This design comes from an exercise in tuning for small area on the open sky130 flow, not from production work. No functional check of the RTL was part of this run. Power and IR drop assume default switching activity.

**design/flow/design.v**
```verilog
module ledcube_core (
    input  wire        clk,
    input  wire        rst,
    input  wire        cmd_valid,
    output wire        cmd_ready,
    input  wire [63:0] cmd,
    output reg         rsp_valid,
    output wire [35:0] rsp_data,
    input  wire        tick,
    output wire        tick_ready,
    output wire        blank,
    output wire        latch,
    output wire [8:0]  layer_en,
    output wire        sclk,
    output wire        sdata,
    output reg  [1:0]  fault,
    output wire        mem_en,
    output wire        mem_we,
    output wire [10:0] mem_addr,
    output wire [35:0] mem_wdata,
    input  wire [35:0] mem_rdata
);
    localparam [1:0] S_IDLE = 2'd0,    
                     S_CLR  = 2'd1,    
                     S_STB  = 2'd2,    
                     S_BST  = 2'd3;    
    function [9:0] code;
        input [3:0] x;
        input [3:0] y;
        input [3:0] z;
        reg f;
        begin
            f = x[3] | y[3] | z[3];
            code[9]   = f;
            code[8:6] = f ? {x[3], y[3], z[3]} : y[2:0];
            code[5:3] = x[3] ? y[2:0] : x[2:0];
            code[2:0] = z[3] ? y[2:0] : z[2:0];
        end
    endfunction
    reg [1:0] st;
    reg       init;      
    reg       rend;      
    reg       ready;     
    reg [5:0] b;         
    reg [3:0] x, z;      
    reg [3:0] n;         
    wire idle = (st == S_IDLE);
    wire clr  = (st == S_CLR);
    wire stb  = (st == S_STB);
    wire bst  = (st == S_BST);
    wire [3:0] op = cmd[63:60];
    wire [3:0] cx = cmd[47:44];
    wire [3:0] cy = cmd[43:40];
    wire [3:0] cz = cmd[39:36];
    wire z_res = ~|cmd[59:48];
    wire z_col = ~|cmd[35:0];
    wire z_xyz = ~|cmd[47:36];
    wire is_cmt = (op == 4'h4);
    wire legal = z_res & ((op == 4'h1) |
                          (((op == 4'h2) | (op == 4'h3)) & z_col) |
                          (is_cmt & z_col & z_xyz));
    wire in_range = (~cx[3] | ~|cx[2:0]) & (~cy[3] | ~|cy[2:0]) &
                    (~cz[3] | ~|cz[2:0]);
    assign cmd_ready  = (idle | (bst & ~b0 & ~rsp_valid & ~layer_en[0])) & ~|fault;
    assign tick_ready = idle & ~|fault;
    wire acc  = cmd_valid & cmd_ready;
    wire tacc = tick & ~cmd_valid & tick_ready;
    wire b0   = (b == 6'd0);
    wire tail = z[3] & (z[1] | z[0]);                  
    wire bend = b0 & z[3] & z[1] & x[2] & x[0];        
    wire cwrap = x[3] & z[3];                          
    reg [5:0] b_d;
    reg [3:0] x_d, z_d;
    always @(*) begin
        case (st)
        S_IDLE: begin
            b_d = tacc ? 6'd3 : b;
            x_d = x;
            z_d = z;
        end
        S_STB: begin
            b_d = b0 ? 6'd35 : b - 6'd1;
            x_d = 4'd0;
            z_d = 4'd0;
        end
        S_BST: if (rsp_valid) begin    
            b_d = b;
            x_d = x;
            z_d = z;
        end else begin
            b_d = bend ? 6'd0 : b0 ? 6'd35 : b - 6'd1;
            x_d = (bend | (b0 & x[3])) ? 4'd0 : b0 ? x + 4'd1 : x;
            z_d = bend ? 4'd0 : (b0 & x[3]) ? z + 4'd1 : z;
        end
        default: begin  
            b_d = cwrap ? (b0 ? 6'd8 : b - 6'd1) : b;
            x_d = x[3] ? 4'd0 : x + 4'd1;
            z_d = x[3] ? (z[3] ? 4'd0 : z + 4'd1) : z;
        end
        endcase
    end
    wire sel = acc & ~cmd[62];
    wire [3:0] xa = sel ? cx : x_d;
    wire [3:0] za = sel ? cz : z_d;
    wire [3:0] ya = sel ? cy : clr ? b_d[3:0] : n;
    assign mem_en    = 1'b1;
    assign mem_we    = clr | (sel & ~cmd[61]);
    assign mem_addr  = {rend ^ ~(sel ? cmd[60] : clr), code(xa, ya, za)};
    assign mem_wdata = cmd[35:0] & {36{~clr}};
    assign rsp_data  = mem_rdata;
    wire rbit = b[5] ? mem_rdata[{4'b1000, b[1:0]}] : mem_rdata[b[4:0]];
    assign sclk  = bst & ~rsp_valid;
    assign sdata = rbit & ~tail;
    assign blank = stb;
    assign latch = stb & b[1] & ~b[0];
    assign layer_en = {n == 4'd0, n == 4'd8, n == 4'd7, n == 4'd6, n == 4'd5,
                       n == 4'd4, n == 4'd3, n == 4'd2, n == 4'd1};
    always @(posedge clk) begin
        b <= b_d;
        x <= x_d;
        z <= z_d;
        if (rst) begin
            st        <= S_CLR;
            init      <= 1'b1;
            rend      <= 1'b0;
            ready     <= 1'b0;
            n         <= 4'd1;
            fault     <= 2'd0;
            rsp_valid <= 1'b0;
            b         <= 6'd0;
            x         <= 4'd0;
            z         <= 4'd0;
        end else begin
            rsp_valid <= 1'b0;
            case (st)
            S_IDLE, S_BST: begin
                if (acc) begin
                    if (!legal)
                        fault <= 2'd1;
                    else if (is_cmt)
                        ready <= 1'b1;
                    else if (!in_range)
                        fault <= 2'd2;
                    else
                        rsp_valid <= 1'b1;
                end else if (tacc) begin
                    st <= S_STB;
                end
                if (bst && bend)
                    st <= (ready && n == 4'd1) ? S_CLR : S_IDLE;
            end
            S_STB: begin
                if (~b[1] & b[0]) begin
                    n <= (n == 4'd8) ? 4'd0 : n + 4'd1;
                    if (n == 4'd0 && ready)
                        rend <= ~rend;
                end
                if (b0)
                    st <= S_BST;
            end
            default: begin  
                if (cwrap && b == 6'd1) begin
                    if (init) begin
                        init <= 1'b0;
                        rend <= ~rend;
                    end else begin
                        st        <= S_IDLE;
                        rsp_valid <= ready;
                        ready     <= 1'b0;
                    end
                end
            end
            endcase
        end
    end
endmodule
```
**design/flow/run.sh**
```bash
#!/bin/bash
# synth_recipe.tcl (not shown) runs the flow's synth.tcl, then flattens the netlist and writes it again
# the make line also repeats each setting of config.mk as NAME=value (left out here)
make -C /OpenROAD-flow-scripts/flow DESIGN_CONFIG=/design/flow/config.mk WORK_HOME=/design/flow/orfs CLKGATE_MAP_FILE= SYNTH_SCRIPT=/design/flow/synth_recipe.tcl finish
```
**design/flow/config.mk**
```make
export PLATFORM = sky130hd
export DESIGN_NAME = ledcube_core
export DESIGN_NICKNAME = ledcube_core
export VERILOG_FILES = /design/flow/design.v
export SDC_FILE = /design/flow/constraint.sdc
export NUM_CORES = 8
export LEC_CHECK = 0
export CAP_MARGIN = 20
export CORE_MARGIN = 2
export CORE_UTILIZATION = 30
export PLACE_DENSITY = 0.35
export SLEW_MARGIN = 20
```
**design/flow/constraint.sdc**
```tcl
create_clock -name core_clock -period 10.0 [get_ports {clk}]
set_input_delay 2.0000 -clock core_clock [delete_from_list [all_inputs] [get_ports {clk}]]
set_output_delay 2.0000 -clock core_clock [all_outputs]
set_load 0.01 [all_outputs]
```
==> results.txt <==
-- worst paths after layout --
path | from | end | slack (ns) | cells past startpoint
worst max-delay path | cmd_valid | mem_addr[5] | 3.39 | 8
worst min-delay path | st[1]$_SDFFE_PP0P_ | st[1]$_SDFFE_PP0P_ | 0.49 | 2
worst max register to register | b[0]$_SDFF_PP0_ | st[1]$_SDFFE_PP0P_ | 7.11 | 8
worst min register to register | st[1]$_SDFFE_PP0P_ | st[1]$_SDFFE_PP0P_ | 0.49 | 2
-- flip-flops by register name, indices dropped and copies added (netlist names) --
name / cells
ready: 1
rend: 1
init: 1
rsp_valid: 1
b: 6
st: 2
fault: 2
z: 4
n: 4
x: 4
-- final cells by class --
cell class	instances	area, um2	area share [%]
clock inverter	1	30.03	0.5732
timing repair buffer	206	2054	39.22
tap	140	175.2	3.344
multi-input combinational	330	2331	44.49
inverter	23	86.33	1.648
clock buffer	3	41.29	0.7882
sequential	26	520.5	9.936
-- critical path: cells and delay by family --
family | cells | cell delay (ns)
AND/OR/NAND/NOR | 3 | 0.86
buffers and inverters | 2 | 1.10
multiplexers | 1 | 0.22
AO/OA/AOI/OAI | 2 | 0.42
-- cells by family after synthesis --
logic type | synth area share, %
other | 0.1124
DFF | 15.60
muxes | 10.42
xor gates and xnor gates | 1.050
AOI/OAI and AO/OA | 21.11
adders and majority gates | 5.999
buffers and inverters | 14.62
and+or+nand+nor | 31.08
-- routing by layer --
metal / track usage, % / vias to the layer above / part of all wire, %
li1: - / 1878 / -
met1: 26.97 / 1744 / 42
met2: 33.60 / 201 / 46
met3: 6.283 / 8 / 11
met4: 4.973 / 0 / 1.5
met5: 0 / - / 0
-- placed cells by master (no fill, tap or decap), drive strengths merged, types with 4 or more instances in the layout --
cell type | Yosys | layout
a31oi | 9 | 9
nor3 | 15 | 15
nor4b | 4 | 4
and3 | 4 | 4
a22oi | 4 | 4
nand2b | 6 | 6
mux4 | 11 | 11
ha | 16 | 16
nand2 | 25 | 25
nor2b | 40 | 40
a21oi | 24 | 24
nor2 | 31 | 31
a21o | 6 | 6
or3 | 4 | 4
xor2 | 4 | 4
nand3 | 15 | 15
dfxtp | 26 | 26
o21ai | 14 | 14
a211oi | 9 | 9
clkdlybuf4s50 | 0 | 204
nand4 | 7 | 7
and2 | 9 | 9
nor4 | 11 | 11
o31ai | 4 | 4
mux2i | 10 | 10
inv | 23 | 23
-- through the flow --
stage / total power, mW / std cells / hold WS, ns
floorplan: 0.2475 / 443 / 0.4564
global placement: 0.3665 / 725 / 0.4689
detailed placement: 0.3652 / 725 / 0.4819
CTS: 0.4591 / 729 / 0.4971
global route: 0.4836 / 729 / 0.5267
finish: 0.4547 / 729 / 0.4921
-- report_power, final --
part	total (mW)	switching [mW]	leakage, nW	internal, mW
logic	0.244	0.112	1.64	0.132
registers	0.119	0.0111	0.211	0.108
clock network	0.0919	0.0383	0.0357	0.0536
total	0.455	0.161	1.88	0.294
==> results.yml <==
outcome:
  status: "no timing/DRC/antenna violations"
layout:
  fin_nets: 710
  fin_area_um2: 5239
  n_fill_cell: 1087
  insertedDiodeCount: 0
  drive_gt1_share_pct: 4.584
  syn_to_final_growth_pct: 56.99
  post-route-util_pct: 48.33
routing:
  vias: 3831
  routed_via_density: 5.255
  antenna_left: 0
  post_drt_wl_per_cell_um: 17.40
  routed_wl_mm: 12.69
  drtPass1Iterations: 4
  drtIter0Drc: 200
  drc: 0
worst_setup_path:
  cpMaxStageDelayCell: "clkdlybuf4s50_1"
  startpoint_type: "input pin"
  cp.arrival_ns: 4.61
  critical_path_class: "in -> out"
  cp_cell_sequence: "clkdlybuf4s50_1, nor4b_1, o31a_1, nand2_1, nor2_1, a21o_1, mux2i_1, clkdlybuf4s50_1"
  cp_common_cell: "clkdlybuf4s50_1"
  required_ns: 8.00
  crit_path_max_fanout: 17
  endpoint_kind: "output port"
  slowest_delay_ns: 0.56
placement:
  pre_cts_ws_ns: 3.402
  gp_congestion: 0.8729
  portBuffers: 205
  dp_hpwl_mm: 10.34
  placedInstanceArea_um2: 5172
min_path:
  hp-class: "reg -> reg"
synthesis:
  synth_top_area_share_pct: 15.60
  syn_inst: 443
  synth_area_leaders: "dfxtp_1 16%, buf_4 8.3%, nor2b_1 7.5%"
  avgSynthCellArea_um2: 7.533
  synth_commonest_cells: "40 x nor2b_1, 37 x buf_4, 30 x nor2_1, 26 x dfxtp_1, 25 x nand2_1"
  netlist_area_um2: 3337
  yosys_warnings: 1
  syn-num-nets: 563
  synth_seq_cells: 26
  synth.most_common_cell: "nor2b_1"
  synth_edf_count: 0
  yosysTopAreaCell: "dfxtp_1"
  synthArstFlopShare_pct: 0
  synth-main-ff-cell: "dfxtp_1"
  synthDistinctLibCells: 65
  yosysSeqAreaShare_pct: 15.60
clock_network:
  clock_latency_ns: 0.28
  cts-resized-gates: 0
  path_clk_slew_ns: 0.10
  cts_buffers: 3
  clock-sinks: 26
  htree_levels: 1
  cts.path.max_buffers: 2
  postCtsSetupRepairBufs: 0
  root_buffer: "clkbuf_8"
  cts_tree: "done"
  ctsHoldBuffers: 0
sta:
  setup_viol: 0
  rsz0062_at_grt: "false"
  max_clock_freq_mhz: 151.3
  tightestPinTransition_ns: 0.7975
  slew_headroom_pct: 46.76
  report.final.slew_viol_count: 0
  finalHoldViolations: 0
  fin_ws_ns: 3.390
  period_minus_slack_ns: 6.610
  finalClockSkew_ns: 0.006405
  fin_crit_sh_pct: 66.10
  setup-tns-final_ns: 0
floorplanning:
  io_pins: 207
  initial_core_util_pct: 30.78
  die_w_um: 109.5
  die_y_um: 109.5
  rows: 38
  core_area_um2: 10840
  die-area_um2: 11980
run:
  cap_violations: 0
grt:
  antenna_found_initial: 0
  grt_pass1_wl_mm: 19.46
  grt_max_degree: 55
  grt.total_usage_pct: 20.74
  grt_pass1_vias: 3725
  grt_overflow: 0
power:
  pwr_density_cell_nw_per_um2: 86.79
  p_leak_nw: 1.884
  peakVddDrop_mv: 0.07277

==> afterwards: timing with drivers on the ports <==
The results above use ideal ports. As a check the final layout listed here was re-extracted and re-timed, cells and wires unchanged. Step 1 sets driving cells, clkbuf_16 on the clock port and buf_2 on the other inputs (assumed; they add their load-dependent delay and slew). Step 2, shift: input delay + t, output delay - t, t = (earliest + latest rising clock arrival at the registers) / 2. This alone moves slack from input paths to output paths. Slacks: no drivers / after step 1 / after step 2; pairs: no drivers / after step 1.
t (ns): 0.311
slack for setup (ns): 3.390 / 3.355 / 3.355
worst setup path after step 2: input to output
slew at the worst register clock pin (ns): 0.10 / 0.10
worst data-port slew with drivers (ns): 0.05
After both steps setup and hold are still met in this run. The setup slack of this run moves by -0.035 ns with the drivers and by -0.035 ns with both steps.
